This is an optimization exercise on Yosys and OpenROAD, whose aim is small area, a short achievable clock period and few clock cycles, not a production implementation. The RTL was checked by simulation tests, not by an equivalence proof against the original design. Power figures rest on the tool's default switching activity, not on a simulated workload.

--- design.v ---
module ledgrid_sync (
    input  wire        clk,
    input  wire        rst,
    input  wire        sel_n,
    input  wire        rx_valid,
    input  wire [7:0]  rx_data,
    output wire        render_req,
    output wire [7:0]  render_bright,
    input  wire [4:0]  pix_addr,
    output wire [23:0] pix_data,
    input  wire        render_done,
    input  wire [31:0] render_dur,
    output wire        busy,
    output reg         status,
    output reg         debug,
    output reg  [31:0] txn_count,
    output reg  [31:0] frame_count,
    output reg  [31:0] malformed_count,
    output reg  [31:0] zpay_count,
    output reg  [31:0] last_render_dur
);
    localparam MAX_STRIPS = 4;
    localparam MAX_LEDS   = 6;
    localparam NSLOTS     = MAX_STRIPS * MAX_LEDS;
    localparam RX_MAX     = 80;
    localparam [7:0] OP_SET_PIXEL  = 8'h01;
    localparam [7:0] OP_SET_BRIGHT = 8'h02;
    localparam [7:0] OP_RENDER     = 8'h03;
    localparam [7:0] OP_CLEAR      = 8'h04;
    localparam [7:0] OP_SET_RANGE  = 8'h05;
    localparam [7:0] OP_SET_ALL    = 8'h06;
    localparam [7:0] OP_RECONFIG   = 8'h07;
    localparam [7:0] OP_KEEPALIVE  = 8'hFF;
    reg        sel_q;
    reg        armed;         
    reg  [6:0] nb;            
    reg        rend;          
    assign busy       = rend;
    assign render_req = rend;
    wire sel_assert   = sel_q && !sel_n;
    wire sel_deassert = !sel_q && sel_n;
    wire take         = armed && !sel_n && rx_valid && (nb != RX_MAX);
    wire publish      = sel_deassert && armed && (nb != 7'd0);
    wire b0 = (nb == 7'd0);
    wire b1 = (nb == 7'd1);
    wire b2 = (nb == 7'd2);
    wire b3 = (nb == 7'd3);
    wire b4 = (nb == 7'd4);
    reg [2:0]  cfg_strips;    
    reg [2:0]  cfg_len;       
    reg [7:0]  bright;
    reg [23:0] fb  [0:NSLOTS-1];    
    reg [23:0] stg [0:NSLOTS-1];    
    reg [NSLOTS-1:0] blank;         
    reg [NSLOTS-1:0] pend;          
    wire [4:0] total = cfg_strips * cfg_len;
    reg o_pix, o_bri, o_ren, o_clr, o_rng, o_all, o_cfg, o_ka;
    reg        por;           
    reg        ok;            
    reg        oob;           
    reg  [2:0] w_strip;       
    reg  [2:0] w_off;         
    reg  [1:0] w_comp;        
    reg  [4:0] w_left;        
    reg  [2:0] n_strips;      
    reg  [2:0] n_len;
    reg        n_dbg;
    wire [4:0] xi     = rx_data[4:0];
    wire [4:0] xi_q   = xi / cfg_len;
    wire [4:0] xi_r   = xi % cfg_len;
    wire       xi_oob = (rx_data[7:5] != 3'd0) || (xi_q >= {2'd0, cfg_strips});
    wire data_ph = (o_pix && nb >= 7'd3) || (o_rng && nb >= 7'd4) || (o_all && !b0);
    wire in_grid = (w_strip < cfg_strips);
    wire step    = take && data_ph && (w_left != 5'd0);
    wire wr      = step && !oob && in_grid;
    reg  [23:0] pix_sel;
    always @(*) begin
        pix_sel = 24'd0;
        if (pix_addr < NSLOTS && !blank[pix_addr])
            pix_sel = fb[pix_addr];
    end
    assign render_bright = bright;
    assign pix_data      = pix_sel;
    wire malformed = (o_pix || o_bri || o_rng || o_all || o_cfg) && !ok;
    integer p;
    always @(posedge clk) begin
        for (p = 0; p < NSLOTS; p = p + 1) begin
            if (wr && w_strip == p / MAX_LEDS && w_off == p % MAX_LEDS) begin
                if (w_comp == 2'd0) stg[p][23:16] <= rx_data;
                if (w_comp == 2'd1) stg[p][15:8]  <= rx_data;
                if (w_comp == 2'd2) stg[p][7:0]   <= rx_data;
            end
        end
        if (!rst && publish && ok && (o_pix || o_rng || o_all)) begin
            for (p = 0; p < NSLOTS; p = p + 1)
                if (pend[p])
                    fb[p] <= stg[p];
        end
    end
    always @(posedge clk) begin
        if (rst) begin
            sel_q           <= 1'b1;
            armed           <= 1'b0;
            nb              <= 7'd0;
            rend            <= 1'b0;
            cfg_strips      <= MAX_STRIPS;
            cfg_len         <= MAX_LEDS;
            bright          <= 8'hFF;
            status          <= 1'b0;
            debug           <= 1'b0;
            txn_count       <= 32'd0;
            frame_count     <= 32'd0;
            malformed_count <= 32'd0;
            zpay_count      <= 32'd0;
            last_render_dur <= 32'd0;
            blank           <= {NSLOTS{1'b1}};
            pend            <= {NSLOTS{1'b0}};
            o_pix <= 1'b0; o_bri <= 1'b0; o_ren <= 1'b0; o_clr <= 1'b0;
            o_rng <= 1'b0; o_all <= 1'b0; o_cfg <= 1'b0; o_ka  <= 1'b0;
            por      <= 1'b0;
            ok       <= 1'b0;
            oob      <= 1'b0;
            w_strip  <= 3'd0;
            w_off    <= 3'd0;
            w_comp   <= 2'd0;
            w_left   <= 5'd0;
            n_strips <= 3'd0;
            n_len    <= 3'd0;
            n_dbg    <= 1'b0;
        end else begin
            sel_q <= sel_n;
            if (sel_assert) begin
                if (!rend) begin
                    armed <= 1'b1;
                    nb    <= 7'd0;
                end
            end else if (sel_deassert) begin
                armed <= 1'b0;
            end
            if (rend && render_done) begin
                rend            <= 1'b0;
                frame_count     <= frame_count + 32'd1;
                last_render_dur <= render_dur;
            end
            if (take) begin
                nb <= nb + 7'd1;
                if (!b0)
                    por <= por | (rx_data != 8'd0);
                if (b0) begin
                    o_pix <= (rx_data == OP_SET_PIXEL);
                    o_bri <= (rx_data == OP_SET_BRIGHT);
                    o_ren <= (rx_data == OP_RENDER);
                    o_clr <= (rx_data == OP_CLEAR);
                    o_rng <= (rx_data == OP_SET_RANGE);
                    o_all <= (rx_data == OP_SET_ALL);
                    o_cfg <= (rx_data == OP_RECONFIG);
                    o_ka  <= (rx_data == OP_KEEPALIVE);
                    por     <= 1'b0;
                    ok      <= 1'b0;
                    oob     <= 1'b0;
                    w_strip <= 3'd0;
                    w_off   <= 3'd0;
                    w_comp  <= 2'd0;
                    w_left  <= total;
                end
                if (b1) begin
                    if (o_pix || o_rng)
                        oob <= (rx_data != 8'd0);
                    if (o_bri) begin
                        bright <= rx_data;
                        ok     <= 1'b1;
                    end
                    if (o_cfg) begin
                        n_strips <= rx_data[2:0];
                        oob      <= (rx_data == 8'd0) || (rx_data > MAX_STRIPS);
                    end
                end
                if (b2) begin
                    if (o_pix || o_rng) begin
                        oob     <= oob || xi_oob;
                        w_strip <= xi_q[2:0];
                        w_off   <= xi_r[2:0];
                        w_comp  <= 2'd0;
                        w_left  <= 5'd1;
                    end
                    if (o_cfg && rx_data != 8'd0)
                        oob <= 1'b1;
                end
                if (b3) begin
                    if (o_rng) begin
                        w_left <= (rx_data[7:5] != 3'd0) ? 5'd31 : rx_data[4:0];
                        if (rx_data == 8'd0)
                            ok <= 1'b1;
                    end
                    if (o_cfg) begin
                        n_len <= rx_data[2:0];
                        ok    <= !oob && (rx_data != 8'd0) && (rx_data <= MAX_LEDS);
                    end
                end
                if (b4 && o_cfg)
                    n_dbg <= (rx_data != 8'd0);
                if (step) begin
                    if (w_comp == 2'd2) begin
                        w_comp <= 2'd0;
                        w_left <= w_left - 5'd1;
                        if (w_left == 5'd1)
                            ok <= 1'b1;
                        if (in_grid) begin
                            if (w_off == cfg_len - 3'd1) begin
                                w_off   <= 3'd0;
                                w_strip <= w_strip + 3'd1;
                            end else begin
                                w_off   <= w_off + 3'd1;
                            end
                        end
                    end else begin
                        w_comp <= w_comp + 2'd1;
                    end
                end
            end
            if (wr) begin
                for (p = 0; p < NSLOTS; p = p + 1)
                    if (w_strip == p / MAX_LEDS && w_off == p % MAX_LEDS)
                        pend[p] <= 1'b1;
            end
            if (sel_deassert)
                pend <= {NSLOTS{1'b0}};
            if (publish) begin
                txn_count <= txn_count + 32'd1;
                if (nb != 7'd1 && !por)
                    zpay_count <= zpay_count + 32'd1;
                if (malformed)
                    malformed_count <= malformed_count + 32'd1;
                if (o_ka)
                    status <= ~status;
                if (ok && (o_pix || o_rng))
                    blank <= blank & ~pend;
                if (ok && o_all) begin
                    blank <= ~pend;
                    rend  <= 1'b1;
                end
                if (o_ren)
                    rend <= 1'b1;
                if (o_clr) begin
                    blank <= {NSLOTS{1'b1}};
                    rend  <= 1'b1;
                end
                if (ok && o_cfg) begin
                    cfg_strips <= n_strips;
                    cfg_len    <= n_len;
                    if (nb >= 7'd5)
                        debug <= n_dbg;
                    for (p = 0; p < NSLOTS; p = p + 1)
                        if (!((p / MAX_LEDS) < n_strips && (p % MAX_LEDS) < n_len))
                            blank[p] <= 1'b1;
                    rend <= 1'b1;
                end
            end
        end
    end
endmodule
--- constraint.sdc ---
create_clock -name core_clock -period 12.0 [get_ports {clk}]
set_input_delay 2.4000 -clock core_clock [delete_from_list [all_inputs] [get_ports {clk}]]
set_output_delay 2.4000 -clock core_clock [all_outputs]
set_load 0.01 [all_outputs]
--- config.mk ---
export PLATFORM = sky130hd
export DESIGN_NAME = ledgrid_sync
export DESIGN_NICKNAME = ledgrid_sync
export VERILOG_FILES = /design/flow/design.v
export SDC_FILE = /design/flow/constraint.sdc
export NUM_CORES = 4
export LEC_CHECK = 0
export CAP_MARGIN = 20
export CORE_MARGIN = 2
export CORE_UTILIZATION = 40
export SLEW_MARGIN = 20
--- run.sh ---
#!/bin/bash
# synth_recipe.tcl (not shown) runs the flow's synth.tcl, then flattens the netlist and writes it again
# the make line also repeats each setting of config.mk as NAME=value (left out here)
make -C /OpenROAD-flow-scripts/flow DESIGN_CONFIG=/design/flow/config.mk WORK_HOME=/design/flow/orfs CLKGATE_MAP_FILE= SYNTH_SCRIPT=/design/flow/synth_recipe.tcl finish
==> results of run 1 <==
how the worst max path moves through the flow:
stage | from | end | cells after the start
5_1_grt | pix_addr[0] | pix_data[2] | 11
6_report | pix_addr[0] | pix_data[13] | 10
2_1_floorplan | rx_data[4] | oob$_SDFFE_PP0P_ | 30
4_1_cts | pix_addr[4] | pix_data[10] | 9
3_3_place_gp | pix_addr[4] | pix_data[10] | 9
3_5_place_dp | pix_addr[4] | pix_data[10] | 9
synthesized netlist by cell type, drive strengths merged, types with 14 or more instances:
master / instances / share of area (%)
edfxtp: 1152 / 67
nor2: 348 / 2.5
dfxtp: 265 / 10
nand2: 237 / 1.7
a22oi: 227 / 3.3
a21oi: 167 / 1.6
clkbuf: 124 / 0.90
nand3: 96 / 0.94
nand4: 76 / 0.92
o21ai: 76 / 0.74
xor2: 70 / 1.2
nor3: 64 / 0.68
and3: 48 / 0.58
inv: 44 / 0.32
ha: 43 / 1.0
xnor2: 39 / 0.66
or3: 32 / 0.39
buf: 29 / 0.36
a221oi: 26 / 0.45
a22o: 24 / 0.41
nor4: 22 / 0.40
and2: 19 / 0.23
o211ai: 14 / 0.20
power by group through the flow:
stage	clock [W]	sequential (W)	combinational [W]
after global placement	0	0.00538	0.000257
after floorplan	0	0.00538	0.000109
after detailed placement	0	0.00538	0.000258
after CTS	0.00446	0.00527	0.000259
after global routing	0.00466	0.00527	0.000276
final	0.00441	0.00528	0.000261
area by class of cell:
cell class              count  area [sq um]
well taps                1662          2079
clock buffers             185          3902
clock inverters            78         758.2
repair buffers            339          3143
inverters                  44         165.2
flip-flops and latches   1417         39900
fillers                 10890         66800
multi-input cells        1788         10940
cell families (layout without fill, tap and decap cells):
family	count (synthesis)	count (layout)	synth area share [%]
flops	1417	1417	77.42
simple gates	996	996	9.228
compound gates	620	620	8.211
buf+inv	197	646	1.583
xor+xnor	109	109	1.852
fa+ha+maj	46	46	1.160
mux	17	17	0.5487
placed cells by master (no fill, tap or decap), types with 17 or more instances in the layout:
cell / netlist / routed
sky130_fd_sc_hd__a21oi_1: 167 / 166
sky130_fd_sc_hd__a221oi_1: 25 / 25
sky130_fd_sc_hd__a22o_1: 24 / 24
sky130_fd_sc_hd__a22oi_1: 227 / 227
sky130_fd_sc_hd__and2_1: 17 / 17
sky130_fd_sc_hd__and3_1: 48 / 45
sky130_fd_sc_hd__buf_4: 4 / 101
sky130_fd_sc_hd__clkbuf_1: 124 / 31
sky130_fd_sc_hd__clkbuf_16: 0 / 148
sky130_fd_sc_hd__clkdlybuf4s50_1: 0 / 236
sky130_fd_sc_hd__clkinv_1: 0 / 23
sky130_fd_sc_hd__clkinv_2: 0 / 28
sky130_fd_sc_hd__dfxtp_1: 265 / 265
sky130_fd_sc_hd__edfxtp_1: 1152 / 1152
sky130_fd_sc_hd__ha_1: 43 / 43
sky130_fd_sc_hd__inv_1: 44 / 43
sky130_fd_sc_hd__nand2_1: 235 / 234
sky130_fd_sc_hd__nand3_1: 95 / 95
sky130_fd_sc_hd__nand4_1: 76 / 76
sky130_fd_sc_hd__nor2_1: 347 / 313
sky130_fd_sc_hd__nor2_2: 0 / 33
sky130_fd_sc_hd__nor3_1: 59 / 58
sky130_fd_sc_hd__nor4_1: 17 / 17
sky130_fd_sc_hd__o21ai_0: 74 / 74
sky130_fd_sc_hd__or3_1: 32 / 32
sky130_fd_sc_hd__xnor2_1: 39 / 39
sky130_fd_sc_hd__xor2_1: 70 / 70
worst reg2reg max path: cells and delay by family (launching register included):
family / cells / cell delay, ps
flip-flops: 1 / 590
multiplexers: 1 / 400
AO/OA/AOI/OAI: 15 / 2510
adder cells (fa/ha/maj): 6 / 1810
AND/OR/NAND/NOR: 5 / 940
buffers and inverters: 2 / 410
registers in the layout (all words and copies together), names as in the netlist, 2 cells and up:
name             flops
n_len                3
n_strips             3
stg                576
w_left               5
frame_count         32
cfg_strips           3
w_off                3
zpay_count          32
bright               8
w_strip              3
w_comp               2
malformed_count     32
fb                 576
cfg_len              3
txn_count           32
nb                   7
blank               24
pend                24
last_render_dur     32
routing by layer:
layer / vias up / global-route usage, %
met5: - / 0
met4: 4 / 7.265
met3: 278 / 6.183
met2: 1771 / 36.41
met1: 15850 / 32.18
li1: 13660 / -
stage by stage:
stage                     utilization (%)  total power (W)  std cells  hold WS, ps  instance area [sq um]
after floorplan                         -         0.005488       3402        400.3                  51540
after global placement              43.99         0.005637       5248        400.2                  56170
after detailed placement            44.00         0.005638       5249        404.5                  56180
after CTS                           47.65         0.009998       5512        379.8                  60840
after global routing                47.69          0.01021       5513        388.8                  60890
final                               47.69         0.009946       5513        380.5                  60890
==> results.py, run 1 <==
metrics = {
    "outcome": {
        "outcome": "complete, no violations",
    },
    "timing": {
        "post-route-worst-setup-slack_ps": 3383,
        "worst_slew_pin_slew_ps": 1221,
        "timing.final.max_slew_violations": 0,
        "layout_worst_path_cycle_share_pct": 71.81,
        "clk_skew_ps": 53.24,
        "finalCriticalPeriod_ps": 8617,
        "clock.fmax_ghz": 0.1160,
        "finalSetupTns_ps": 0,
        "rsz0062_at_grt": "false",
        "timing.max_slew.rel_slack_pct": 18.43,
        "number_of_failing_setup_endpoints_in_the_final_timing_report": 0,
        "final_count_of_hold_timing_violations": 0,
    },
    "clock_tree": {
        "clkSinkCount": 1417,
        "cts.root.buffer_cell": "sky130_fd_sc_hd__clkbuf_16",
        "post_cts.resized_instances": 0,
        "path_clk_slew_ps": 60,
        "clock_tree.buffer_depth": 3,
        "cts_max_level": 4,
        "clkLatencyLatePin_ps": 800,
        "tritoncts.num_buffers": 147,
        "hold_buffers": 0,
        "cts_setup_buffers": 0,
        "tritoncts_clock_tree": "done",
    },
    "flow_run": {
        "max_cap_violations": 0,
    },
    "final_layout": {
        "num-nets-final": 3833,
        "antenna_cells": 0,
        "post_route_cells_drive_above_1_share_pct": 9.997,
        "layout-area-overhead-vs-synth_pct": 18.15,
    },
    "power": {
        "sw_frac_of_total_pct": 21.50,
        "comb_power_share_pct": 2.6,
        "switching_power_w": 0.002138,
        "internal_power_w": 0.007808,
        "clock_share_of_power_pct": 44.3,
        "power-per-cell-area_mw_per_mm2": 163.3,
        "peakVddDrop_mv": 0.1660,
        "static_leakage_nw": 19.60,
        "share_seq_of_total_power_pct": 53.0,
    },
    "global_routing": {
        "first_global_vias": 30580,
        "gr-total-overflow": 0,
        "grt_start_max_net_pins": 80,
        "grt_antenna_before_repair": 7,
        "wire_length_of_the_first_global_routing_pass_um": 220300,
        "grtUsageTotal_pct": 23.41,
    },
    "critical_path": {
        "cp-start-kind": "input port",
        "worst_r2r_startpoint": "cfg_len[0]$_SDFFE_PP0P_",
        "arrival_ps": 6220,
        "timing.critical_path.slowest_cell_delay_ps": 690,
        "cp_max_fo": 10,
        "critical_path.reg2reg.endpoint": "oob$_SDFFE_PP0P_",
        "rr_worst_depth": 29,
        "crit_required_ps": 9600,
        "worst-setup-path-type": "input port to output pin",
        "crit_path_cell_trace": "clkdlybuf4s50_1 > or2_2 > nor2_2 > buf_4 > buf_4 > a22oi_1 > nand4_1 > nor3_1 > nor3_1 > clkdlybuf4s50_1",
        "crit_path_end_kind": "output pin",
        "reg2reg_slack_ps": 5210,
        "critPathTopFamily": "simple AND/OR/NAND/NOR gates",
        "worst_path_max_delay_cell": "sky130_fd_sc_hd__nor2_2",
        "buffers_and_inverters_on_the_worst_path": 4,
    },
    "routing": {
        "route.final.wire_length_um": 155800,
        "detailedRoute.firstPassIterationCount": 6,
        "detailroute.wirelength.met3_um": 16600,
        "postRouteAntennaNets": 0,
        "drt-vias-per-instance": 5.726,
        "routed-wl-met2_um": 70970,
        "routedWlPerCell_um": 28.27,
        "drc": 0,
        "wl_met1_um": 63680,
        "drtIter0Drc": 4074,
        "dr_total_vias": 31570,
        "highest_layer": "met5",
    },
    "hold_path": {
        "worstHoldEndpoint": "fb[15][10]$_DFFE_PP_",
        "worstHoldPathCells": 0,
        "startpoint_of_the_tightest_hold_check_path": "stg[15][10]$_DFFE_PP_",
        "min_path_type": "flop to flop",
    },
    "placed_design": {
        "final_hpwl_from_detailed_placement_um": 95400,
        "port_buffers": 245,
        "gp_congestion": 0.8772,
        "dp_worst_setup_slack_ps": 3154,
    },
    "floorplanning": {
        "die_area_sq_mm": 0.1317,
        "ios": 246,
        "floorplan.initialDensity_pct": 40.36,
        "core-area_sq_mm": 0.1277,
        "die_width_um": 362.9,
        "placementRows": 131,
        "dieHeight_um": 362.9,
    },
    "yosys": {
        "synth_enable_flop_cells": 1152,
        "yosysUniqueCellTypes": 86,
        "postSynthCellCount": 3402,
        "mean_post_synth_cell_area_sq_um": 15.15,
        "mappedNetlistNets": 3498,
        "synthesis.area_sq_mm": 0.05154,
        "asr_flop_ratio_synth_pct": 0,
        "ys_warns": 3,
        "seq_total_area_yosys_pct": 77.42,
        "postSynthRegisterBits": 1417,
        "synth_flop_cell": "sky130_fd_sc_hd__edfxtp_1",
    },
}
Testbench counts, summed over its fixed seeds: cycles 21,798.
==> run 2, diff against run 1 <==
--- a/config.mk
+++ b/config.mk
@@ -9,3 +9,4 @@
 export CORE_MARGIN = 2
 export CORE_UTILIZATION = 40
+export SETUP_SLACK_MARGIN = 5
 export SLEW_MARGIN = 20
==> results.py, run 2 <==
metrics = {
    "outcome": {
        "outcome": "complete, no violations",
    },
    "critical_path": {
        "reg2reg_slack_ps": 6050,
        "worst_r2r_startpoint": "cfg_len[0]$_SDFFE_PP0P_",
        "rr_worst_depth": 30,
        "crit_path_end_kind": "output pin",
        "crit_required_ps": 9600,
        "cp_max_fo": 7,
        "arrival_ps": 4680,
        "worst-setup-path-type": "input port to output pin",
        "cp-start-kind": "input port",
        "critical_path.reg2reg.endpoint": "oob$_SDFFE_PP0P_",
    },
    "yosys": {
        "asr_flop_ratio_synth_pct": 0,
        "ys_warns": 3,
        "yosys.cell_count.top_type": "sky130_fd_sc_hd__edfxtp_1",
        "mean_post_synth_cell_area_sq_um": 15.15,
        "seq_total_area_yosys_pct": 77.42,
        "synth.area.top_cells": "sky130_fd_sc_hd__edfxtp_1, sky130_fd_sc_hd__dfxtp_1, sky130_fd_sc_hd__a22oi_1, sky130_fd_sc_hd__nor2_1, sky130_fd_sc_hd__nand2_1",
        "netlist.area_leader.share_pct": 67.12,
        "yosysUniqueCellTypes": 86,
        "synth_enable_flop_cells": 1152,
        "postSynthRegisterBits": 1417,
        "synthTopCellsByCount": "sky130_fd_sc_hd__edfxtp_1, sky130_fd_sc_hd__nor2_1, sky130_fd_sc_hd__dfxtp_1",
        "synth_flop_cell": "sky130_fd_sc_hd__edfxtp_1",
        "synthesis.area_sq_mm": 0.05154,
        "mappedNetlistNets": 3498,
        "synth_top_area_cell": "sky130_fd_sc_hd__edfxtp_1",
        "postSynthCellCount": 3402,
    },
    "hold_path": {
        "worstHoldPathCells": 0,
        "min_path_type": "flop to flop",
        "worstHoldEndpoint": "fb[10][1]$_DFFE_PP_",
        "startpoint_of_the_tightest_hold_check_path": "stg[10][1]$_DFFE_PP_",
    },
    "floorplanning": {
        "die_width_um": 362.9,
        "placementRows": 131,
        "core-area_sq_mm": 0.1277,
        "ios": 246,
        "die_area_sq_mm": 0.1317,
        "floorplan.initialDensity_pct": 40.36,
        "dieHeight_um": 362.9,
    },
    "global_routing": {
        "first_global_vias": 30760,
        "gr-total-overflow": 0,
        "grtUsageTotal_pct": 23.81,
        "wire_length_of_the_first_global_routing_pass_um": 224000,
        "grt_start_max_net_pins": 83,
        "grt_antenna_before_repair": 9,
    },
    "clock_tree": {
        "clock_tree.buffer_depth": 3,
        "tritoncts.num_buffers": 145,
        "hold_buffers": 0,
        "tritoncts_clock_tree": "done",
        "path_clk_slew_ps": 60,
        "clkSinkCount": 1417,
        "cts_max_level": 4,
        "clkLatencyLatePin_ps": 800,
        "cts.root.buffer_cell": "sky130_fd_sc_hd__clkbuf_16",
    },
    "timing": {
        "timing.max_slew.rel_slack_pct": 15.59,
        "number_of_failing_setup_endpoints_in_the_final_timing_report": 0,
        "timing.final.max_slew_violations": 0,
        "clock.fmax_ghz": 0.1412,
        "worst_slew_pin_slew_ps": 1262,
        "finalSetupTns_ps": 0,
        "rsz0062_at_grt": "true",
        "layout_worst_path_cycle_share_pct": 59.04,
        "post-route-worst-setup-slack_ps": 4916,
        "finalCriticalPeriod_ps": 7084,
        "clk_skew_ps": 67.73,
        "final_count_of_hold_timing_violations": 0,
    },
    "routing": {
        "drc": 0,
        "detailedRoute.firstPassIterationCount": 6,
        "routedWlPerCell_um": 28.63,
        "drtIter0Drc": 4174,
        "postRouteAntennaNets": 0,
        "drt-vias-per-instance": 5.779,
        "dr_total_vias": 32010,
        "route.final.wire_length_um": 158600,
    },
    "placed_design": {
        "placed_area_sq_mm": 0.05624,
        "port_buffers": 245,
        "gp_congestion": 0.8463,
        "dp_worst_setup_slack_ps": 3393,
        "final_hpwl_from_detailed_placement_um": 94160,
    },
    "final_layout": {
        "layout-area-overhead-vs-synth_pct": 20.58,
        "post_route_cells_drive_above_1_share_pct": 13.29,
        "most-common-layout-cells": "sky130_fd_sc_hd__edfxtp_1, sky130_fd_sc_hd__nor2_1, sky130_fd_sc_hd__dfxtp_1",
        "finish.instance_area_sq_mm": 0.06214,
        "num-nets-final": 3853,
        "reg_top3": "fb (576), stg (576)",
        "leading_cell_type_in_the_layout_fill_and_taps_excluded": "sky130_fd_sc_hd__edfxtp_1",
    },
    "power": {
        "power-per-cell-area_mw_per_mm2": 165.0,
        "peakVddDrop_mv": 0.1541,
        "static_leakage_nw": 20.08,
    },
    "flow_run": {
        "max_cap_violations": 0,
    },
}
-- run 2: kinds of logic (layout without fill, tap and decap cells) --
group,after synthesis,count (layout),synth area share [%]
flip-flops,1417,1417,77.42
XOR/XNOR,109,109,1.852
AND/OR/NAND/NOR,996,996,9.228
adder cells (fa/ha/maj),46,46,1.160
multiplexers,17,17,0.5487
other,0,2,0
AO/OA/AOI/OAI,620,623,8.211
buffers and inverters,197,666,1.583
-- run 2: cell type report --
class / instances / area (sq um)
fill: 10720 / 65540
multi-input combinational: 1791 / 11640
sequential: 1417 / 39900
timing repair buffer: 358 / 3417
clock inverter: 84 / 1116
tap: 1662 / 2079
inverter: 44 / 165.2
antenna: 2 / 5.005
clock buffer: 180 / 3821
-- run 2: metrics by stage --
stage          cells  utilization (%)  total power (W)  hold WS [ps]
5_1_grt         5536            48.66          0.01050         363.7
4_1_cts         5530            48.52          0.01029         355.4
3_5_place_dp    5237            44.05         0.005640         404.5
6_report        5538            48.67          0.01025         356.4
3_3_place_gp    5236            44.01         0.005638         400.2
2_1_floorplan   3402                -         0.005493         400.3
-- run 2: worst max-delay path by stage --
stage / slack, ps / end / from / depth (start not counted)
after global routing: 4860 / oob$_SDFFE_PP0P_ / rx_data[4] / 32
after floorplan: 4720 / oob$_SDFFE_PP0P_ / rx_data[4] / 32
final: 4920 / pix_data[8] / pix_addr[0] / 8
after detailed placement: 3390 / pix_data[12] / pix_addr[0] / 9
after global placement: 3390 / pix_data[15] / pix_addr[0] / 10
after CTS: 4940 / pix_data[13] / pix_addr[0] / 8
-- run 2: report_power, final --
group | leakage [nW] | internal, W | switching, W
combinational | 5.22 | 0.0000987 | 0.000217
clock | 2.37 | 0.00271 | 0.00196
sequential | 12.5 | 0.00527 | 0.00000197
total | 20.1 | 0.00808 | 0.00218
-- run 2: timing repair --
| action | in CTS | in global routing |
|---|---|---|
| gates resized for setup | 245 | 29 |
| pin swaps | 24 | 16 |
| cloned | 5 | 0 |
| buffers inserted | 24 | 5 |
| setup endpoints to repair | 25 | 24 |
| hold endpoints to repair | 0 | 0 |
-- run 2: routing by layer --
| metal | wire, um | up-vias | GRT usage [%] |
|---|---|---|---|
| met4 | 4365 | 6 | 6.891 |
| met1 | 64370 | 16030 | 33.03 |
| met2 | 71110 | 1960 | 36.60 |
| met5 | 46 | - | 0 |
| li1 | - | 13730 | - |
| met3 | 18660 | 276 | 6.694 |
-- run 2: worst max-delay path, stage by stage --
cell	delay, ps
sky130_fd_sc_hd__buf_12	110
sky130_fd_sc_hd__mux4_2	500
sky130_fd_sc_hd__mux4_2	470
sky130_fd_sc_hd__nor2b_4	200
sky130_fd_sc_hd__a211o_4	370
sky130_fd_sc_hd__buf_6	160
sky130_fd_sc_hd__nor3_4	270
sky130_fd_sc_hd__buf_2	180
==> run 3, diff against run 2 <==
--- a/config.mk
+++ b/config.mk
@@ -8,5 +8,7 @@
 export CAP_MARGIN = 20
 export CORE_MARGIN = 2
-export CORE_UTILIZATION = 40
+export CORE_UTILIZATION = 60
+export CTS_CLUSTER_DIAMETER = 100
+export CTS_CLUSTER_SIZE = 20
 export SETUP_SLACK_MARGIN = 5
 export SLEW_MARGIN = 20
==> results.py, run 3 <==
metrics = {
    "floorplanning": {
        "ios": 246,
        "die_width_um": 297.1,
        "floorplan.initialDensity_pct": 60.53,
        "placementRows": 107,
        "dieHeight_um": 297.1,
        "core-area_sq_mm": 0.08515,
        "die_area_sq_mm": 0.08826,
    },
    "yosys": {
        "yosys.area_share.simple_pct": 9.228,
        "mappedNetlistNets": 3498,
        "netlist.area_leader.share_pct": 67.12,
        "mean_post_synth_cell_area_sq_um": 15.15,
        "seq_total_area_yosys_pct": 77.42,
        "ys_warns": 3,
        "synth_adder_area_share_pct": 1.160,
        "yosysUniqueCellTypes": 86,
        "synth_flop_cell": "sky130_fd_sc_hd__edfxtp_1",
        "synth_enable_flop_cells": 1152,
        "synth_top_area_cell": "sky130_fd_sc_hd__edfxtp_1",
        "postSynthRegisterBits": 1417,
        "postSynthCellCount": 3402,
        "synthesis.area_sq_mm": 0.05154,
        "synth.area.top_cells": "sky130_fd_sc_hd__edfxtp_1, sky130_fd_sc_hd__dfxtp_1, sky130_fd_sc_hd__a22oi_1, sky130_fd_sc_hd__nor2_1, sky130_fd_sc_hd__nand2_1",
        "synthTopCellsByCount": "sky130_fd_sc_hd__edfxtp_1, sky130_fd_sc_hd__nor2_1, sky130_fd_sc_hd__dfxtp_1",
        "xor_and_xnor_fraction_of_the_mapped_netlist_area_pct": 1.852,
        "synth_top_family_by_area": "simple AND/OR/NAND/NOR gates",
        "compound_cell_area_share_of_the_yosys_netlist_pct": 8.211,
        "yosys.cell_count.top_type": "sky130_fd_sc_hd__edfxtp_1",
        "synth.mux.area_fraction_pct": 0.5487,
        "asr_flop_ratio_synth_pct": 0,
    },
    "power": {
        "static_leakage_nw": 19.16,
        "clock_share_of_power_pct": 33.3,
        "power-per-cell-area_mw_per_mm2": 140.8,
        "share_seq_of_total_power_pct": 62.6,
        "peakVddDrop_mv": 0.1247,
        "comb_power_share_pct": 4.1,
        "switching_power_w": 0.001771,
        "internal_power_w": 0.006635,
        "sw_frac_of_total_pct": 21.06,
    },
    "clock_tree": {
        "tritoncts_clock_tree": "done",
        "path_clk_slew_ps": 80,
        "clock_tree.buffer_depth": 3,
        "tritoncts.num_buffers": 80,
        "clkLatencyLatePin_ps": 680,
        "cts_max_level": 3,
        "cts.root.buffer_cell": "sky130_fd_sc_hd__clkbuf_16",
        "clkSinkCount": 1417,
    },
    "critical_path": {
        "crit_path_end_kind": "output pin",
        "cp_max_fo": 7,
        "crit_required_ps": 9600,
        "worst-setup-path-type": "input port to output pin",
        "buffers_and_inverters_on_the_worst_path": 3,
        "crit_path_cell_trace": "buf_12 > mux4_2 > mux4_2 > nor2b_4 > a211o_4 > buf_6 > a211oi_4 > buf_2",
        "cp-start-kind": "input port",
        "worst_path_max_delay_cell": "sky130_fd_sc_hd__mux4_2",
        "critPathTopFamily": "multiplexers",
        "timing.critical_path.slowest_cell_delay_ps": 500,
        "arrival_ps": 4710,
        "critical_path.most_common_cell": "sky130_fd_sc_hd__mux4_2",
    },
    "final_layout": {
        "most-common-layout-cells": "sky130_fd_sc_hd__edfxtp_1, sky130_fd_sc_hd__nor2_1, sky130_fd_sc_hd__dfxtp_1",
        "leading_cell_type_in_the_layout_fill_and_taps_excluded": "sky130_fd_sc_hd__edfxtp_1",
        "post_route_cells_drive_above_1_share_pct": 12.33,
        "finish.instance_area_sq_mm": 0.05968,
        "reg_top3": "fb (576), stg (576)",
        "layout-area-overhead-vs-synth_pct": 15.81,
        "num-nets-final": 3850,
    },
    "timing": {
        "finalSetupTns_ps": 0,
        "clock.fmax_ghz": 0.1407,
        "layout_worst_path_cycle_share_pct": 59.22,
        "final_count_of_hold_timing_violations": 0,
        "worst_slew_pin_slew_ps": 1243,
        "timing.max_slew.rel_slack_pct": 16.84,
        "rsz0062_at_grt": "true",
        "clk_skew_ps": 36.98,
        "finalCriticalPeriod_ps": 7106,
        "number_of_failing_setup_endpoints_in_the_final_timing_report": 0,
        "timing.final.max_slew_violations": 0,
    },
    "routing": {
        "route.final.wire_length_um": 158500,
        "dr_total_vias": 32650,
        "drt-vias-per-instance": 6.619,
        "postRouteAntennaNets": 0,
        "routedWlPerCell_um": 32.13,
        "drc": 0,
        "detailedRoute.firstPassIterationCount": 8,
        "drtIter0Drc": 4772,
    },
    "placed_design": {
        "port_buffers": 245,
        "final_hpwl_from_detailed_placement_um": 95200,
        "placed_area_sq_mm": 0.05550,
        "gp_congestion": 0.9724,
    },
    "flow_run": {
        "max_cap_violations": 0,
    },
    "global_routing": {
        "gr-total-overflow": 0,
        "grt_start_max_net_pins": 117,
        "grt_antenna_before_repair": 3,
        "first_global_vias": 31290,
        "grtUsageTotal_pct": 35.19,
        "wire_length_of_the_first_global_routing_pass_um": 222500,
    },
    "outcome": {
        "outcome": "complete, no violations",
    },
    "hold_path": {
        "min_path_type": "flop to flop",
    },
}
## run 3: cell counts after synthesis
Identical to the previous run, type by type.
## run 3: logic make-up (layout without fill, tap and decap cells)
group,count (synthesis),count (layout)
adders and majority gates,46,46
AOI/OAI and AO/OA,620,623
xor gates and xnor gates,109,109
muxes,17,17
and+or+nand+nor,996,1007
buffers and inverters,197,569
other,0,1
DFF,1417,1417
## run 3: what timing repair did
action                     CTS  global route
hold buffers                 0             0
gates cloned                13             3
gates resized for setup    189           112
pin swaps                   48            42
buffers inserted            62            31
setup endpoints to repair   25            25
## run 3: worst register-to-register path: cells and delay by family (launching register included)
family / cells / cell delay (ps)
compound gates: 14 / 1980
fa+ha+maj: 6 / 1470
buf+inv: 2 / 380
flops: 1 / 590
mux: 1 / 340
simple gates: 8 / 1300
## run 3: cell type report
cell class                 instances  area [sq um]
multi-input combinational       1802         11960
clock inverter                     7         136.4
antenna                            1         2.502
timing repair buffer             409          3961
inverter                          44         165.2
fill                            5616         25460
sequential                      1417         39900
tap                             1144          1431
clock buffer                     109          2132
## run 3: final timing paths
check | from | to | slack [ps] | cells past startpoint
worst max-delay path | pix_addr[0] | pix_data[9] | 4890 | 8
worst min register to register | stg[14][23]$_DFFE_PP_ | fb[14][23]$_DFFE_PP_ | 410 | 0
worst max register to register | cfg_len[0]$_SDFFE_PP0P_ | oob$_SDFFE_PP0P_ | 5850 | 31
worst min-delay path | stg[14][23]$_DFFE_PP_ | fb[14][23]$_DFFE_PP_ | 410 | 0
## run 3: power groups by stage
stage	clock, W	sequential (W)	combinational (W)
floorplan	0	0.00538	0.000114
global placement	0	0.00538	0.000255
detailed placement	0	0.00538	0.000258
CTS	0.00281	0.00527	0.000301
global route	0.00297	0.00527	0.000353
finish	0.00280	0.00527	0.000344
## run 3: metal layers
layer  GRT usage [%]  vias up  share of wire (%)  routed length, um
met5               0        -             0.0082                 13
met4           13.04        2                4.6               7288
met3           7.859      412                 12              18780
met2           57.42     2291                 48              75730
met1           46.78    16340                 36              56690
li1                -    13610                  -                  -
## run 3: per-stage QoR
step	setup slack, ps	hold WS (ps)	std cells	total power (W)	util [%]
6_report	4894	405.1	4933	0.008406	70.10
5_1_grt	4731	414.3	4932	0.008594	70.09
4_1_cts	4910	402.1	4895	0.008378	69.27
3_5_place_dp	3263	404.5	4704	0.005637	65.18
3_3_place_gp	3350	400.2	4704	0.005634	65.16
2_1_floorplan	4715	400.3	3402	0.005493	-
==> run 4, diff against run 3 <==
--- a/design.v
+++ b/design.v
@@ -66,8 +66,18 @@
     reg  [2:0] n_len;
     reg        n_dbg;
-    wire [4:0] xi     = rx_data[4:0];
-    wire [4:0] xi_q   = xi / cfg_len;
-    wire [4:0] xi_r   = xi % cfg_len;
-    wire       xi_oob = (rx_data[7:5] != 3'd0) || (xi_q >= {2'd0, cfg_strips});
+    wire [4:0] len1  = {2'd0, cfg_len};
+    wire [4:0] len2  = {1'b0, cfg_len, 1'b0};
+    wire [4:0] len3  = len1 + len2;
+    wire [4:0] xi    = rx_data[4:0];
+    wire       xi_g1 = (xi >= len1);
+    wire       xi_g2 = (xi >= len2);
+    wire       xi_g3 = (xi >= len3);
+    wire [4:0] xi_s1 = xi - len1;
+    wire [4:0] xi_s2 = xi - len2;
+    wire [4:0] xi_s3 = xi - len3;
+    wire [2:0] xi_strip = xi_g3 ? 3'd3 : xi_g2 ? 3'd2 : xi_g1 ? 3'd1 : 3'd0;
+    wire [2:0] xi_off   = xi_g3 ? xi_s3[2:0] : xi_g2 ? xi_s2[2:0] :
+                          xi_g1 ? xi_s1[2:0] : xi[2:0];
+    wire       xi_oob   = (rx_data[7:5] != 3'd0) || (xi >= total);
     wire data_ph = (o_pix && nb >= 7'd3) || (o_rng && nb >= 7'd4) || (o_all && !b0);
     wire in_grid = (w_strip < cfg_strips);
@@ -75,8 +85,9 @@
     wire wr      = step && !oob && in_grid;
     reg  [23:0] pix_sel;
+    integer q;
     always @(*) begin
         pix_sel = 24'd0;
-        if (pix_addr < NSLOTS && !blank[pix_addr])
-            pix_sel = fb[pix_addr];
+        for (q = 0; q < NSLOTS; q = q + 1)
+            pix_sel = pix_sel | ({24{pix_addr == q && !blank[q]}} & fb[q]);
     end
     assign render_bright = bright;
@@ -179,6 +190,6 @@
                     if (o_pix || o_rng) begin
                         oob     <= oob || xi_oob;
-                        w_strip <= xi_q[2:0];
-                        w_off   <= xi_r[2:0];
+                        w_strip <= xi_strip;
+                        w_off   <= xi_off;
                         w_comp  <= 2'd0;
                         w_left  <= 5'd1;
==> results.py, run 4 <==
metrics = {
    "power": {
        "peakVddDrop_mv": 0.1221,
        "power-per-cell-area_mw_per_mm2": 139.4,
        "static_leakage_nw": 18.95,
    },
    "timing": {
        "number_of_failing_setup_endpoints_in_the_final_timing_report": 0,
        "finalCriticalPeriod_ps": 7043,
        "post-route-worst-setup-slack_ps": 4957,
        "finalSetupTns_ps": 0,
        "layout_worst_path_cycle_share_pct": 58.69,
        "clock.fmax_ghz": 0.1420,
        "timing.max_slew.rel_slack_pct": 19.09,
        "worst_slew_pin_slew_ps": 1207,
        "final_count_of_hold_timing_violations": 0,
        "clk_skew_ps": 42.23,
        "timing.final.max_slew_violations": 0,
        "hold_slack_ps": 406.2,
        "rsz0062_at_grt": "true",
    },
    "clock_tree": {
        "path_clk_slew_ps": 80,
        "tritoncts_clock_tree": "done",
        "cts_max_level": 3,
        "hold_buffers": 0,
        "cts.root.buffer_cell": "sky130_fd_sc_hd__clkbuf_16",
        "clkSinkCount": 1417,
        "tritoncts.num_buffers": 81,
        "clkLatencyLatePin_ps": 670,
        "clock_tree.buffer_depth": 3,
    },
    "critical_path": {
        "cp-start-kind": "input port",
        "worst-setup-path-type": "input port to output pin",
        "crit_required_ps": 9600,
        "cp_max_fo": 12,
        "reg2reg_slack_ps": 7770,
        "critical_path.reg2reg.endpoint": "stg[22][0]$_DFFE_PP_",
        "rr_worst_depth": 8,
        "arrival_ps": 4640,
        "crit_path_end_kind": "output pin",
        "worst_r2r_startpoint": "nb[5]$_SDFFE_PP0P_",
    },
    "floorplanning": {
        "placementRows": 107,
        "die_width_um": 296.2,
        "core-area_sq_mm": 0.08488,
        "floorplan.initialDensity_pct": 60.36,
        "ios": 246,
        "dieHeight_um": 296.2,
        "die_area_sq_mm": 0.08775,
    },
    "final_layout": {
        "reg_top3": "fb (576), stg (576)",
        "layout-area-overhead-vs-synth_pct": 14.69,
        "ff_latch_area_sq_mm": 0.03990,
        "fillCellCount": 5748,
        "leading_cell_type_in_the_layout_fill_and_taps_excluded": "sky130_fd_sc_hd__edfxtp_1",
        "post_route_cells_drive_above_1_share_pct": 9.378,
        "utilization_pct": 69.23,
        "num-nets-final": 3756,
        "most-common-layout-cells": "sky130_fd_sc_hd__edfxtp_1, sky130_fd_sc_hd__nor2_1, sky130_fd_sc_hd__dfxtp_1",
        "multiInputGateArea_sq_mm": 0.01091,
    },
    "global_routing": {
        "grtUsageTotal_pct": 35.23,
        "wire_length_of_the_first_global_routing_pass_um": 216900,
        "first_global_vias": 30330,
        "grt_start_max_net_pins": 98,
        "grt_antenna_before_repair": 1,
        "gr-total-overflow": 0,
    },
    "yosys": {
        "synth_enable_flop_cells": 1152,
        "compound_cell_area_share_of_the_yosys_netlist_pct": 7.934,
        "yosys.cell_count.top_type": "sky130_fd_sc_hd__edfxtp_1",
        "asr_flop_ratio_synth_pct": 0,
        "synth_flop_cell": "sky130_fd_sc_hd__edfxtp_1",
        "xor_and_xnor_fraction_of_the_mapped_netlist_area_pct": 1.915,
        "postSynthRegisterBits": 1417,
        "mean_post_synth_cell_area_sq_um": 15.37,
        "synth_top_area_cell": "sky130_fd_sc_hd__edfxtp_1",
        "mappedNetlistNets": 3434,
        "postSynthCellCount": 3334,
        "netlist.area_leader.share_pct": 67.52,
        "synthesis.area_sq_mm": 0.05124,
        "synth.mux.area_fraction_pct": 0.2173,
        "synth_adder_area_share_pct": 1.309,
        "yosysUniqueCellTypes": 81,
        "yosys.area_share.simple_pct": 9.114,
        "synth_top_family_by_area": "simple AND/OR/NAND/NOR gates",
        "synthTopCellsByCount": "sky130_fd_sc_hd__edfxtp_1, sky130_fd_sc_hd__nor2_1, sky130_fd_sc_hd__dfxtp_1",
        "seq_total_area_yosys_pct": 77.87,
        "synth.area.top_cells": "sky130_fd_sc_hd__edfxtp_1, sky130_fd_sc_hd__dfxtp_1, sky130_fd_sc_hd__a22oi_1, sky130_fd_sc_hd__nor2_1, sky130_fd_sc_hd__nand4_1",
        "ys_warns": 3,
    },
    "placed_design": {
        "gp_congestion": 0.8927,
        "port_buffers": 245,
        "final_hpwl_from_detailed_placement_um": 92870,
        "dp_worst_setup_slack_ps": 3615,
    },
    "routing": {
        "detailroute.wirelength.met3_um": 17380,
        "dr_total_vias": 31630,
        "drtIter0Drc": 4391,
        "highest_layer": "met4",
        "drt-vias-per-instance": 6.555,
        "routed-wl-met2_um": 75180,
        "postRouteAntennaNets": 0,
        "route.final.wire_length_um": 156300,
        "drc": 0,
        "detailedRoute.firstPassIterationCount": 8,
        "routedWlPerCell_um": 32.39,
        "wl_met1_um": 57120,
    },
    "hold_path": {
        "min_path_type": "flop to flop",
        "worstHoldPathCells": 0,
        "startpoint_of_the_tightest_hold_check_path": "stg[10][20]$_DFFE_PP_",
        "worstHoldEndpoint": "fb[10][20]$_DFFE_PP_",
    },
    "outcome": {
        "outcome": "complete, no violations",
    },
    "flow_run": {
        "max_cap_violations": 0,
    },
}
run 4: changes by cell type in the layout (fill, tap and decap cells not counted), moves of 22 or more:
cell	change
sky130_fd_sc_hd__nor2_1	-43
sky130_fd_sc_hd__a21oi_1	-43
sky130_fd_sc_hd__buf_4	-24
sky130_fd_sc_hd__nor2_4	-28
sky130_fd_sc_hd__a22oi_1	+22
sky130_fd_sc_hd__nor3_1	+33
sky130_fd_sc_hd__nand2_1	-24
sky130_fd_sc_hd__nand4_1	+48
sky130_fd_sc_hd__o21a_1	+22
run 4: final cells by class:
type                            count  area share, %
Antenna cell                        2       0.008517
Clock buffer                      101          3.649
Clock inverter                      5         0.1831
Inverter                           56         0.3577
Multi-Input combinational cell   1708          18.57
Sequential cell                  1417          67.90
Tap cell                         1144          2.436
Timing Repair Buffer              392          6.901
run 4: logic make-up after synthesis:
family	count (synthesis)
flops	1417
simple gates	957
compound gates	578
buf+inv	209
xor+xnor	112
fa+ha+maj	50
mux	11
run 4: critical path: stages:
cell                              delay (ps)
sky130_fd_sc_hd__clkbuf_2                140
sky130_fd_sc_hd__or3b_4                  450
sky130_fd_sc_hd__nor3_4                  250
sky130_fd_sc_hd__buf_12                  150
sky130_fd_sc_hd__bufbuf_16               330
sky130_fd_sc_hd__a22oi_1                  90
sky130_fd_sc_hd__nand4_1                  90
sky130_fd_sc_hd__nor2_1                   90
sky130_fd_sc_hd__nand4_1                 100
sky130_fd_sc_hd__clkdlybuf4s50_1         540
run 4: worst max path at each step:
stage | from | endpoint | slack, ps | depth (start not counted)
after floorplan | pix_addr[0] | pix_data[13] | 5580 | 7
after global placement | pix_addr[0] | pix_data[17] | 3670 | 9
after detailed placement | pix_addr[0] | pix_data[17] | 3620 | 9
after CTS | pix_addr[4] | pix_data[15] | 4800 | 10
after global routing | pix_addr[4] | pix_data[15] | 4920 | 10
final | pix_addr[0] | pix_data[15] | 4960 | 10
run 4: through the flow:
stage,cell area (sq um),cells,power (W)
2_1_floorplan,51240,3334,0.005421
3_3_place_gp,55510,4680,0.005499
3_5_place_dp,55530,4681,0.005502
4_1_cts,58640,4815,0.008206
5_1_grt,58760,4823,0.008380
6_report,58760,4825,0.008193
run 4: routing by layer:
metal	track usage, %	up-vias
met1	47.67	15890
met3	6.648	336
li1	-	13350
met2	57.86	2055
met5	0	-
met4	12.15	0
run 4: repair_timing:
action,in CTS,in global routing
pin swaps,15,8
setup endpoints to repair,24,21
endpoints found under the hold margin,0,0
buffers inserted,22,6
gates resized for setup,125,28
gates cloned,6,2
run 4: where the power goes:
group | leakage [nW] | switching, W | internal (W)
combinational | 5.38 | 0.0000944 | 0.0000327
sequential | 12.5 | 0.00000371 | 0.00527
clock | 1.09 | 0.00153 | 0.00127
total | 19.0 | 0.00162 | 0.00657
Testbench counts of run 4, summed over its fixed seeds: cycles 21,798.
==> run 5, diff against run 4 <==
--- a/config.mk
+++ b/config.mk
@@ -6,9 +6,9 @@
 export NUM_CORES = 4
 export LEC_CHECK = 0
-export CAP_MARGIN = 20
+export CAP_MARGIN = 10
 export CORE_MARGIN = 2
-export CORE_UTILIZATION = 60
+export CORE_UTILIZATION = 70
 export CTS_CLUSTER_DIAMETER = 100
 export CTS_CLUSTER_SIZE = 20
 export SETUP_SLACK_MARGIN = 5
-export SLEW_MARGIN = 20
+export SLEW_MARGIN = 10
==> results.py, run 5 <==
metrics = {
    "timing": {
        "number_of_failing_setup_endpoints_in_the_final_timing_report": 0,
        "finalSetupTns_ps": 0,
        "post-route-worst-setup-slack_ps": 4767,
        "finalCriticalPeriod_ps": 7233,
        "layout_worst_path_cycle_share_pct": 60.28,
        "clk_skew_ps": 70.04,
        "worst_slew_pin_slew_ps": 1368,
        "timing.max_slew.rel_slack_pct": 8.490,
        "final_count_of_hold_timing_violations": 0,
        "rsz0062_at_grt": "true",
        "timing.final.max_slew_violations": 0,
        "clock.fmax_ghz": 0.1382,
    },
    "routing": {
        "detailedRoute.firstPassIterationCount": 6,
        "dr_total_vias": 34320,
        "drtIter0Drc": 6844,
        "routedWlPerCell_um": 37.03,
        "postRouteAntennaNets": 0,
        "route.final.wire_length_um": 172100,
        "drt-vias-per-instance": 7.384,
        "drc": 0,
    },
    "yosys": {
        "yosys.cell_count.top_type": "sky130_fd_sc_hd__edfxtp_1",
        "synth_flop_cell": "sky130_fd_sc_hd__edfxtp_1",
        "synthesis.area_sq_mm": 0.05124,
        "mean_post_synth_cell_area_sq_um": 15.37,
        "ys_warns": 3,
        "synth.area.top_cells": "sky130_fd_sc_hd__edfxtp_1, sky130_fd_sc_hd__dfxtp_1, sky130_fd_sc_hd__a22oi_1, sky130_fd_sc_hd__nor2_1, sky130_fd_sc_hd__nand4_1",
        "postSynthCellCount": 3334,
        "mappedNetlistNets": 3434,
        "yosysUniqueCellTypes": 81,
        "synth_enable_flop_cells": 1152,
        "seq_total_area_yosys_pct": 77.87,
        "asr_flop_ratio_synth_pct": 0,
        "postSynthRegisterBits": 1417,
        "netlist.area_leader.share_pct": 67.52,
        "synth_top_area_cell": "sky130_fd_sc_hd__edfxtp_1",
        "synthTopCellsByCount": "sky130_fd_sc_hd__edfxtp_1, sky130_fd_sc_hd__nor2_1, sky130_fd_sc_hd__dfxtp_1",
    },
    "global_routing": {
        "gr-total-overflow": 0,
        "grt_antenna_before_repair": 11,
        "grtUsageTotal_pct": 45.67,
        "wire_length_of_the_first_global_routing_pass_um": 238300,
        "first_global_vias": 33210,
        "grt_start_max_net_pins": 107,
    },
    "final_layout": {
        "most-common-layout-cells": "sky130_fd_sc_hd__edfxtp_1, sky130_fd_sc_hd__nor2_1, sky130_fd_sc_hd__dfxtp_1",
        "layout-area-overhead-vs-synth_pct": 14.19,
        "stdcell_count": 4648,
        "utilization_pct": 80.46,
        "leading_cell_type_in_the_layout_fill_and_taps_excluded": "sky130_fd_sc_hd__edfxtp_1",
        "num-nets-final": 3755,
        "reg_top3": "fb (576), stg (576)",
        "post_route_cells_drive_above_1_share_pct": 9.446,
        "fillCellCount": 3551,
    },
    "critical_path": {
        "buffers_and_inverters_on_the_worst_path": 4,
        "crit_path_cell_trace": "clkbuf_2 > nand3b_1 > buf_4 > nor3_2 > buf_6 > a22oi_1 > nand4_1 > nor2_4 > nand4_1 > clkdlybuf4s50_1",
        "arrival_ps": 4830,
        "critical_path.most_common_cell": "sky130_fd_sc_hd__nand4_1",
        "crit_required_ps": 9600,
        "cp_max_fo": 24,
        "worst_path_max_delay_cell": "sky130_fd_sc_hd__clkdlybuf4s50_1",
        "cp-start-kind": "input port",
        "worst-setup-path-type": "input port to output pin",
        "crit_path_end_kind": "output pin",
        "critPathTopFamily": "buffers and inverters",
        "timing.critical_path.slowest_cell_delay_ps": 570,
    },
    "floorplanning": {
        "placementRows": 99,
        "ios": 246,
        "floorplan.initialDensity_pct": 70.46,
        "die_area_sq_mm": 0.07537,
        "core-area_sq_mm": 0.07271,
        "die_width_um": 274.5,
        "dieHeight_um": 274.5,
    },
    "power": {
        "share_seq_of_total_power_pct": 63.5,
        "static_leakage_nw": 18.91,
        "peakVddDrop_mv": 0.1439,
        "power-per-cell-area_mw_per_mm2": 141.8,
        "switching_power_w": 0.001737,
        "fin_total_pwr_w": 0.008295,
        "clock_share_of_power_pct": 34.9,
        "comb_power_share_pct": 1.5,
        "internal_power_w": 0.006558,
        "sw_frac_of_total_pct": 20.94,
    },
    "clock_tree": {
        "path_clk_slew_ps": 90,
        "cts_max_level": 3,
        "hold_buffers": 0,
        "clkSinkCount": 1417,
        "tritoncts_clock_tree": "done",
        "tritoncts.num_buffers": 80,
        "clkLatencyLatePin_ps": 700,
        "clock_tree.buffer_depth": 3,
        "cts.root.buffer_cell": "sky130_fd_sc_hd__clkbuf_16",
    },
    "flow_run": {
        "max_cap_violations": 0,
    },
    "outcome": {
        "outcome": "complete, no violations",
    },
    "placed_design": {
        "port_buffers": 245,
        "placed_cells": 4492,
        "gp_congestion": 0.8848,
        "final_hpwl_from_detailed_placement_um": 88920,
        "dp_worst_setup_slack_ps": 3863,
    },
    "hold_path": {
        "min_path_type": "flop to flop",
    },
}
## run 5: cell count changes in the layout (fill, tap and decap cells not counted), sizes merged
| cell | change |
|---|---|
| clkdlybuf4s50 | -2 |
| diode | +3 |
| buf | +3 |
| clkbuf | +2 |
| dlygate4sd2 | +1 |
| clkinv | +1 |
| dlymetal6s2s | +1 |
| clkdlybuf4s15 | -1 |
## run 5: repair_timing
action,CTS,global route
resized for setup,122,38
pin swaps,17,14
setup endpoints to repair,24,24
cloned,8,1
buffers inserted,27,3
## run 5: layout make-up
type / count / area (sq um) / share of cell area, %
diodes: 5 / 12.51 / 0.02139
clock buffers: 105 / 2138 / 3.655
clock inverters: 6 / 77.57 / 0.1326
inverters: 56 / 210.2 / 0.3593
multi-input cells: 1708 / 10920 / 18.66
flip-flops and latches: 1417 / 39900 / 68.20
well taps: 959 / 1200 / 2.051
repair buffers: 392 / 4051 / 6.925
## run 5: worst paths after layout
| kind | from | endpoint | slack (ps) | depth (start not counted) |
|---|---|---|---|---|
| hold reg to reg | stg[6][4]$_DFFE_PP_ | fb[6][4]$_DFFE_PP_ | 400 | 0 |
| setup reg to reg | nb[0]$_SDFFE_PP0P_ | stg[14][15]$_DFFE_PP_ | 8330 | 10 |
| setup / recovery | pix_addr[3] | pix_data[16] | 4770 | 10 |
| hold / removal | stg[6][4]$_DFFE_PP_ | fb[6][4]$_DFFE_PP_ | 400 | 0 |
## run 5: power by group through the flow
stage          Clock, W  Combinational [W]  Sequential, W
6_report        0.00290           0.000128        0.00527
5_1_grt         0.00301           0.000132        0.00527
4_1_cts         0.00279           0.000120        0.00527
3_5_place_dp          0           0.000117        0.00538
3_3_place_gp          0           0.000114        0.00538
2_1_floorplan         0          0.0000400        0.00538
## run 5: cell families (layout without fill, tap and decap cells)
| logic type | Yosys count | after routing | synth area share, % |
|---|---|---|---|
| flops | 1417 | 1417 | 77.87 |
| fa+ha+maj | 50 | 50 | 1.309 |
| simple gates | 957 | 957 | 9.114 |
| buf+inv | 209 | 559 | 1.639 |
| other cells | 0 | 5 | 0 |
| xor+xnor | 112 | 112 | 1.915 |
| mux | 11 | 11 | 0.2173 |
| compound gates | 578 | 578 | 7.934 |
## run 5: routing by layer
metal / share of wire, % / global-route usage (%) / routed length [um]
met5: 0.026 / 0 / 45
met4: 8.6 / 30.35 / 14770
met3: 16 / 16.97 / 28230
met2: 45 / 69.62 / 77100
met1: 30 / 55.03 / 51950
## run 5: worst reg2reg max path, delay by kind of cell (launching register included)
family	cells	cell delay, ps
adder cells (fa/ha/maj)	1	310
AND/OR/NAND/NOR	3	1430
buffers and inverters	4	870
flip-flops	1	440
AO/OA/AOI/OAI	2	270
## run 5: metrics by stage
| stage | hold slack [ps] | cell area (sq um) |
|---|---|---|
| 2_1_floorplan | 400.3 | 51240 |
| 3_3_place_gp | 400.2 | 55260 |
| 3_5_place_dp | 404.5 | 55260 |
| 4_1_cts | 408.8 | 58410 |
| 5_1_grt | 414.0 | 58500 |
| 6_report | 396.9 | 58510 |
==> run 6, diff against run 5 <==
==> flow/run.sh (new file) <==
#!/bin/bash
# Own layout flow: the standard ORFS flow (standard.sh), with two changes to
# how the layout is made:
#  - the port buffers are plain sky130_fd_sc_hd__buf_1 cells (the resizer still
#    upsizes them where timing needs it) instead of the delay-cell buffers
#    buffer_ports picks by default;
#  - clock tree synthesis clusters up to 25 sinks per leaf buffer and inserts no
#    dummy loads.
# make's full output goes to flow_make.log in the work folder; ORFS keeps each
# step's own log under orfs/logs.
set -euo pipefail
bash standard.sh \
  "BUFFER_PORTS_ARGS=-buffer_cell sky130_fd_sc_hd__buf_1" \
  "CTS_ARGS=-sink_clustering_enable -repair_clock_nets -sink_clustering_size 25 -sink_clustering_max_diameter 100 -dont_use_dummy_load" \
  finish > flow_make.log 2>&1
==> standard.sh (new file) <==
#!/bin/bash
# synth_recipe.tcl (not shown) runs the flow's synth.tcl, then flattens the netlist and writes it again
# the make line also repeats each setting of config.mk as NAME=value (left out here)
make -C /OpenROAD-flow-scripts/flow DESIGN_CONFIG=/design/flow/config.mk WORK_HOME=/design/flow/orfs CLKGATE_MAP_FILE= SYNTH_SCRIPT=/design/flow/synth_recipe.tcl "${@:-finish}"
==> config.mk (replaced) <==
export PLATFORM = sky130hd
export DESIGN_NAME = ledgrid_sync
export DESIGN_NICKNAME = ledgrid_sync
export VERILOG_FILES = /design/flow/design.v
export SDC_FILE = /design/flow/constraint.sdc
export NUM_CORES = 4
export LEC_CHECK = 0
export CAP_MARGIN = 20
export CORE_MARGIN = 2
export CORE_UTILIZATION = 60
export SETUP_SLACK_MARGIN = 5
export SLEW_MARGIN = 20
removed: run.sh
==> results.py, run 6 <==
metrics = {
    "placed_design": {
        "placed_cells": 4684,
        "gp_congestion": 0.8581,
        "final_hpwl_from_detailed_placement_um": 91650,
        "port_buffers": 245,
    },
    "floorplanning": {
        "die_area_sq_mm": 0.08775,
        "floorplan.initialDensity_pct": 60.36,
        "ios": 246,
        "dieHeight_um": 296.2,
        "die_width_um": 296.2,
        "placementRows": 107,
        "core-area_sq_mm": 0.08488,
    },
    "critical_path": {
        "timing.critical_path.slowest_cell_delay_ps": 510,
        "arrival_ps": 4600,
        "cp_max_fo": 24,
        "critical_path_cell_count": 9,
        "crit_path_cell_trace": "buf_1 > or3_1 > nor3_2 > buf_4 > a22oi_1 > nand4_1 > nor2_1 > nand4_1 > buf_1",
        "rr_worst_depth": 11,
        "crit_path_end_kind": "output pin",
        "cp-start-kind": "input port",
        "buffers_and_inverters_on_the_worst_path": 3,
        "worst-setup-path-type": "input port to output pin",
        "worst_path_max_delay_cell": "sky130_fd_sc_hd__or3_1",
        "crit_required_ps": 9600,
        "critPathTopFamily": "simple AND/OR/NAND/NOR gates",
    },
    "clock_tree": {
        "clkSinkCount": 1417,
        "cts.root.buffer_cell": "sky130_fd_sc_hd__clkbuf_16",
        "cts_max_level": 3,
        "tritoncts.num_buffers": 67,
        "path_clk_slew_ps": 90,
        "clock_tree.buffer_depth": 3,
        "tritoncts_clock_tree": "done",
        "clkLatencyLatePin_ps": 650,
    },
    "yosys": {
        "synth_top_area_cell": "sky130_fd_sc_hd__edfxtp_1",
        "mappedNetlistNets": 3434,
        "synth_enable_flop_cells": 1152,
        "synthesis.area_sq_mm": 0.05124,
        "ys_warns": 3,
        "postSynthRegisterBits": 1417,
        "seq_total_area_yosys_pct": 77.87,
        "netlist.area_leader.share_pct": 67.52,
        "yosysUniqueCellTypes": 81,
        "synth.area.top_cells": "sky130_fd_sc_hd__edfxtp_1, sky130_fd_sc_hd__dfxtp_1, sky130_fd_sc_hd__a22oi_1, sky130_fd_sc_hd__nor2_1, sky130_fd_sc_hd__nand4_1",
        "synthTopCellsByCount": "sky130_fd_sc_hd__edfxtp_1, sky130_fd_sc_hd__nor2_1, sky130_fd_sc_hd__dfxtp_1",
        "postSynthCellCount": 3334,
        "yosys.cell_count.top_type": "sky130_fd_sc_hd__edfxtp_1",
        "mean_post_synth_cell_area_sq_um": 15.37,
        "synth_flop_cell": "sky130_fd_sc_hd__edfxtp_1",
        "asr_flop_ratio_synth_pct": 0,
    },
    "final_layout": {
        "fillCellCount": 6124,
        "reg_top3": "fb (576), stg (576)",
        "ff_latch_area_sq_mm": 0.03990,
        "num-nets-final": 3715,
        "post_route_cells_drive_above_1_share_pct": 7.584,
        "antenna_cells": 0,
        "leading_cell_type_in_the_layout_fill_and_taps_excluded": "sky130_fd_sc_hd__edfxtp_1",
        "layout-area-overhead-vs-synth_pct": 9.145,
        "stdcell_count": 4757,
        "most-common-layout-cells": "sky130_fd_sc_hd__edfxtp_1, sky130_fd_sc_hd__nor2_1, sky130_fd_sc_hd__dfxtp_1",
        "utilization_pct": 65.88,
        "multiInputGateArea_sq_mm": 0.01077,
    },
    "power": {
        "switching_power_w": 0.001508,
        "sw_frac_of_total_pct": 19.33,
        "peakVddDrop_mv": 0.1110,
        "static_leakage_nw": 17.59,
        "clock_share_of_power_pct": 31.0,
        "share_seq_of_total_power_pct": 67.6,
        "comb_power_share_pct": 1.5,
        "power-per-cell-area_mw_per_mm2": 139.5,
        "internal_power_w": 0.006293,
    },
    "timing": {
        "final_count_of_hold_timing_violations": 0,
        "timing.max_slew.rel_slack_pct": 19.67,
        "number_of_failing_setup_endpoints_in_the_final_timing_report": 0,
        "finalCriticalPeriod_ps": 6996,
        "layout_worst_path_cycle_share_pct": 58.30,
        "clock.fmax_ghz": 0.1429,
        "clk_skew_ps": 56.34,
        "finalSetupTns_ps": 0,
        "rsz0062_at_grt": "false",
        "worst_slew_pin_slew_ps": 1198,
        "timing.final.max_slew_violations": 0,
    },
    "routing": {
        "detailedRoute.firstPassIterationCount": 6,
        "dr_total_vias": 31120,
        "route.final.wire_length_um": 150100,
        "drtIter0Drc": 4241,
        "drt-vias-per-instance": 6.542,
        "drc": 0,
        "postRouteAntennaNets": 0,
        "routedWlPerCell_um": 31.55,
    },
    "global_routing": {
        "first_global_vias": 29250,
        "wire_length_of_the_first_global_routing_pass_um": 210000,
        "grt_antenna_before_repair": 1,
        "grt_start_max_net_pins": 98,
        "grtUsageTotal_pct": 34.06,
        "gr-total-overflow": 0,
    },
    "hold_path": {
        "min_path_type": "flop to flop",
        "worstHoldPathCells": 0,
    },
    "outcome": {
        "outcome": "complete, no violations",
    },
    "flow_run": {
        "max_cap_violations": 0,
    },
}
[run 6: cell count changes in the layout (fill, tap and decap cells not counted), moves of 12 or more]
cell	delta
sky130_fd_sc_hd__dlygate4sd2_1	-14
sky130_fd_sc_hd__clkbuf_1	-23
sky130_fd_sc_hd__a22oi_2	-12
sky130_fd_sc_hd__buf_12	-21
sky130_fd_sc_hd__a22oi_1	+12
sky130_fd_sc_hd__clkbuf_16	-16
sky130_fd_sc_hd__buf_1	+236
sky130_fd_sc_hd__clkdlybuf4s50_1	-208
[run 6: final cells by class]
| class | count | share of cell area, % |
|---|---|---|
| inverter | 56 | 0.3759 |
| multi-input combinational | 1708 | 19.26 |
| tap | 1144 | 2.560 |
| timing repair buffer | 365 | 3.461 |
| sequential | 1417 | 71.35 |
| clock buffer | 67 | 2.998 |
[run 6: power groups by stage]
stage / Sequential, W / Clock, W / Combinational (W)
4_1_cts: 0.00527 / 0.00244 / 0.000113
3_3_place_gp: 0.00538 / 0 / 0.000109
5_1_grt: 0.00527 / 0.00260 / 0.000121
2_1_floorplan: 0.00538 / 0 / 0.0000400
6_report: 0.00527 / 0.00242 / 0.000114
3_5_place_dp: 0.00538 / 0 / 0.000112
[run 6: layer usage]
metal	wire (um)	up-vias	global-route usage [%]
li1	-	13250	-
met1	57780	15730	48.28
met2	71600	1882	54.76
met3	15570	256	5.321
met4	5119	0	10.99
met5	0	-	0
[run 6: final timing paths]
kind	slack (ps)	from	to
worst min register to register	380	stg[0][5]$_DFFE_PP_	fb[0][5]$_DFFE_PP_
worst max-delay path	5000	pix_addr[0]	pix_data[8]
worst max register to register	7520	nb[0]$_SDFFE_PP0P_	stg[1][0]$_DFFE_PP_
worst min-delay path	380	stg[0][5]$_DFFE_PP_	fb[0][5]$_DFFE_PP_
[run 6: cell families after synthesis]
family	Yosys count	synth area share [%]
xor+xnor	112	1.915
mux	11	0.2173
compound gates	578	7.934
buf+inv	209	1.639
flops	1417	77.87
fa+ha+maj	50	1.309
simple gates	957	9.114
[run 6: through the flow]
step | total power, W | cell area [sq um] | hold WS, ps | setup slack, ps
after floorplan | 0.005421 | 51240 | 400.3 | 5578
after detailed placement | 0.005494 | 54080 | 404.5 | 4515
final | 0.007800 | 55920 | 379.3 | 5004
after global placement | 0.005491 | 54040 | 400.1 | 4364
after CTS | 0.007820 | 55810 | 380.4 | 5010
after global routing | 0.007992 | 55920 | 399.5 | 5000
[run 6: what timing repair did]
action                                  in CTS  in global routing
gates resized for setup                      4                 14
setup buffers                                3                  0
hold buffers                                 0                  0
gates cloned                                 0                  0
endpoints found under the setup margin      24                 18
pin swaps                                    2                  0

## afterwards: timing with drivers on the ports
In the flow no input, the clock included, has a driving cell. The finished layouts below were timed again as built, in two steps. Step 1, drivers: a clkbuf_16 drives clk and a buf_2 each remaining input, both assumed. Step 2 also shifts input and output timing later by t, the mid clock arrival at the registers, as if the neighbouring blocks saw the same clock. a / b / c = no drivers / after step 1 / after step 2; a / b = the first two.
run | t (ns) | setup WS [ns] | worst hold slack (ns) | latest minus earliest clock arrival (ns) | worst slew at a driven data input, ns
run 1 | 0.844 | 3.383 / 3.314 / 3.314 | 0.380 / 0.380 / 0.380 | 0.060 / 0.060 | 0.10
run 2 | 0.843 | 4.916 / 4.805 / 4.021 | 0.356 / 0.356 / 0.356 | 0.068 / 0.068 | 0.38
run 3 | 0.734 | 4.894 / 4.778 / 4.220 | 0.405 / 0.405 / 0.405 | 0.037 / 0.037 | 0.14
run 4 | 0.728 | 4.957 / 4.923 / 4.923 | 0.406 / 0.406 / 0.406 | 0.043 / 0.043 | 0.25
run 5 | 0.738 | 4.767 / 4.742 / 4.742 | 0.397 / 0.397 / 0.397 | 0.077 / 0.077 | 0.08
run 6 | 0.686 | 5.004 / 4.974 / 4.974 | 0.379 / 0.379 / 0.379 | 0.082 / 0.082 | 0.16
After both steps every run listed still meets setup and hold. For run 2, which loses most, drivers alone change the setup slack by -0.111 ns; drivers and shift together by -0.895 ns.
